What follows belongs to an exercise in optimizing a design on an open flow for small area, a short achievable clock period and few clock cycles; a production flow would make more cautious choices. At most, simulation tests tie the RTL to the original design; equivalence was not proved. No activity file was given, so power comes from the tool's default toggle rates.

// fsc_fp
module fsc_fp (
    input  wire        clk,
    input  wire        rst,           
    input  wire        in_valid,
    input  wire [7:0]  in_data,
    output wire        in_ready,
    input  wire        fp_reset,
    input  wire        set_intron,
    input  wire [31:0] intron_in,     
    output wire        ev_valid,
    input  wire        ev_ready,
    output wire [2:0]  ev_code,
    output wire [63:0] ev_data,
    input  wire        ans_valid,
    input  wire [7:0]  ans_data       
);
    localparam [31:0] INTRON_RESET = 32'h3CC35AA5;    
    function eq1c;
        input [15:0] x;
        input [15:0] y;
        begin
            eq1c = ((x == y) && (y != 16'hFFFF)) ||
                   ((x == 16'hFFFF) && (y == 16'h0000));
        end
    endfunction
    wire clr = rst || fp_reset || set_intron;
    reg [31:0] intron;
    reg        q_srch, q_hdr, q_wait, q_body, q_thr;
  ...
export LEC_CHECK = 0
export CAP_MARGIN = 20
export CORE_MARGIN = 2
export CORE_UTILIZATION = 40
export SLEW_MARGIN = 20
create_clock -name core_clock -period 9.0 [get_ports {clk}]
standard.sh (not shown) runs the stock make flow with config.mk's settings and CLKGATE_MAP_FILE= SYNTH_SCRIPT=/design/flow/synth_recipe.tcl, a recipe that flattens the netlist after the stock synthesis.
==> flow/flow/run.sh <==
#!/bin/bash
# The standard ORFS layout (standard.sh) with these changes:
#  - synthesis maps logic with flow/abc_area.script (see synth_prefix.tcl)
#  - plain buf_1 port buffers instead of the default delay cells
#  - timing repair aimed at a shorter period than the design's
#  - a clock tree of smaller buffers, without dummy loads
set -e
here=$(pwd)
sed "s#@ABC_SCRIPT@#$here/flow/abc_area.script#" flow/synth_prefix.tcl > my_synth.tcl
cat synth_recipe.tcl >> my_synth.tcl
sed "s#SYNTH_SCRIPT=[^ ]*#SYNTH_SCRIPT=$here/my_synth.tcl#" standard.sh > my_standard.sh
export BUFFER_PORTS_ARGS="-buffer_cell sky130_fd_sc_hd__buf_1"
export SETUP_SLACK_MARGIN=5.6
export CTS_ARGS="-sink_clustering_enable -repair_clock_nets -dont_use_dummy_load -buf_list {sky130_fd_sc_hd__clkbuf_4 sky130_fd_sc_hd__clkbuf_8}"
bash my_standard.sh > standard.log 2>&1
==> flow/flow/abc_area.script <==
strash
&get -n
&st
&dch
&nf -R 1000
&put
==> flow/flow/synth_prefix.tcl <==
set my_abc_script @ABC_SCRIPT@
proc fix_abc {args} {
  global abc_args my_abc_script
  if {[lindex $abc_args 0] eq "-script" && [lindex $abc_args 1] ne $my_abc_script} {
    set abc_args [lreplace $abc_args 1 1 $my_abc_script]
  }
}
trace add variable ::abc_args write fix_abc
==> next run, changes <==
--- a/flow/design.v
+++ b/flow/design.v
@@ -32,38 +32,39 @@
     wire [63:0] hdr = ~hdr_n;
     reg        hok, hlen0;    
     reg [2:0]  type_q;
     reg        rdy;
     reg [7:0]  fa, fb;
     reg        fa_v, fb_v;
     reg        p_rf, p_beg, p_comp, p_type, p_inv, vw;
     reg        v_lat;
     reg        ev_v, s_comp, s_type, s_inv, s_rf;
     wire       s_beg = p_beg;    
+    reg        nbeg;             
     reg [2:0]  ev_c;
     reg        cs_v, cs_hi, cs_last, par;
     reg [7:0]  cs_b;
     reg [15:0] c0, c1;
     reg        k0, k1;
     reg        upd, fold, fin1, fin2, fin3, fin4;
     assign in_ready = rdy;
     wire take = in_valid && rdy;
     wire [15:0] blen = hdr[31:16];
     wire        len1 = (blen == 16'd1);
     assign ev_valid = ev_v;
     assign ev_code  = ev_c;
     assign ev_data[7:0]  = ({8{fa_v}}   & fa) |
                            ({8{s_type}} & {5'd0, type_q}) |
                            ({8{s_comp}} & {7'd0, v_lat}) |
-                           ({8{s_beg}}  & hdr[7:0]);
-    assign ev_data[8]    = (s_type & v_lat) | (s_beg & hdr[8]);
-    assign ev_data[63:9] = {55{s_beg}} & hdr[63:9];
+                           ({8{!nbeg}}  & hdr[7:0]);
+    assign ev_data[8]    = (s_type & v_lat) | (!nbeg & hdr[8]);
+    assign ev_data[63:9] = {55{!nbeg}} & hdr[63:9];
     wire fire = ev_v && ev_ready;
     wire pop  = fire && fa_v;
     wire [7:0] ib = intron[mpos*8 +: 8];
     wire m_cur = (in_data == ib);
     wire m_0   = (in_data == intron[7:0]);
     wire h7     = q_hdr && (hcnt == 3'd7);
     wire rf_hit = take && q_srch && m_cur && (mpos == 2'd3);
     wire t_h7   = take && h7;
     wire t_last = take && (q_body || q_thr) && len1;
     wire ans    = q_wait && ans_valid;
@@ -157,20 +158,21 @@
             q_hdr   <= 1'b0;
             q_wait  <= 1'b0;
             q_body  <= 1'b0;
             q_thr   <= 1'b0;
             mpos    <= 2'd0;
             rdy     <= 1'b1;
             fa_v    <= 1'b0;
             fb_v    <= 1'b0;
             p_rf    <= 1'b0;
             p_beg   <= 1'b0;
+            nbeg    <= 1'b1;
             p_comp  <= 1'b0;
             p_type  <= 1'b0;
             p_inv   <= 1'b0;
             vw      <= 1'b0;
             ev_v    <= 1'b0;
             s_comp  <= 1'b0;
             s_type  <= 1'b0;
             s_inv   <= 1'b0;
             s_rf    <= 1'b0;
             ev_c    <= 3'd0;
@@ -201,20 +203,21 @@
                     mpos <= mpos + 2'd1;
                 else if (mpos != 2'd0)
                     mpos <= m_0 ? 2'd1 : 2'd0;
             end
             if (rf_hit) begin
                 hcnt <= 3'd0;
                 par  <= 1'b0;
             end
             p_rf   <= p_rf_n;
             p_beg  <= p_beg_n;
+            nbeg   <= !p_beg_n;
             p_comp <= p_comp_n;
             p_type <= p_type_n;
             p_inv  <= p_inv_n;
             vw     <= vw_n;
             ev_v   <= fa_v_n || (p_comp_n ? !vw_n : (p_type_n || p_inv_n || p_rf_n)) || p_beg_n;
             s_comp <= !fa_v_n && p_comp_n && !vw_n;
             s_type <= !fa_v_n && !p_comp_n && p_type_n;
             s_inv  <= !fa_v_n && !p_comp_n && !p_type_n && p_inv_n;
             s_rf   <= !fa_v_n && !p_comp_n && !p_type_n && !p_inv_n && p_rf_n;
             ev_c   <= fa_v_n ? 3'd3 : p_comp_n ? 3'd4 : p_type_n ? 3'd5 :
Result: The changed run went through all stages and came out clean. Maximum frequency rose slightly. Synthesized cell count rose slightly. Global-route usage fell by 0.27 points. First-iteration DRC count fell slightly. Power is about the same. Register-to-register slack barely changes. Area after synthesis barely changes. Worst hold slack degrades by 0.0066 ns. Core utilization hardly moves. Wire length rose slightly. Cell area hardly moves. Combinational power fell slightly. Sequential power rose slightly. Non-clock buffer count does not change.
Testbench counts after the change, summed over its fixed seeds: cycles 15,963.
Only the layout flow was run in the first run of this note; the RTL was not checked for function there.

-- static timing again, ports no longer ideal --
In the flow no input, the clock included, has a driving cell. The finished layouts below were timed again as built, in two steps. Step 1 (the two cells are an assumption about what drives the block):
set clk [get_ports {clk}]
set_driving_cell -lib_cell sky130_fd_sc_hd__clkbuf_16 $clk
set_driving_cell -lib_cell sky130_fd_sc_hd__buf_2 [delete_from_list [all_inputs] $clk]
Step 2 times the ports against the registers' clock, not the clock port: input delays grow and output delays shrink by t, the midpoint of the rising clock arrivals with the driver on. Slacks: no drivers / after step 1 / after step 2; pairs: no drivers / after step 1.
run | shift t [ns] | setup slack, ns | hold slack, ns | worst register clock-pin slew, ns | worst data-port slew with drivers (ns)
the first run | 0.488 | 5.694 / 5.654 / 5.348 | 0.378 / 0.378 / 0.378 | 0.11 / 0.11 | 0.04
the second run | 0.487 | 5.713 / 5.675 / 5.324 | 0.371 / 0.371 / 0.371 | 0.11 / 0.11 | 0.04
After both steps setup and hold are still met in every run listed. The setup slack of the second run, which loses most, moves by -0.038 ns with the drivers and by -0.389 ns with both steps.
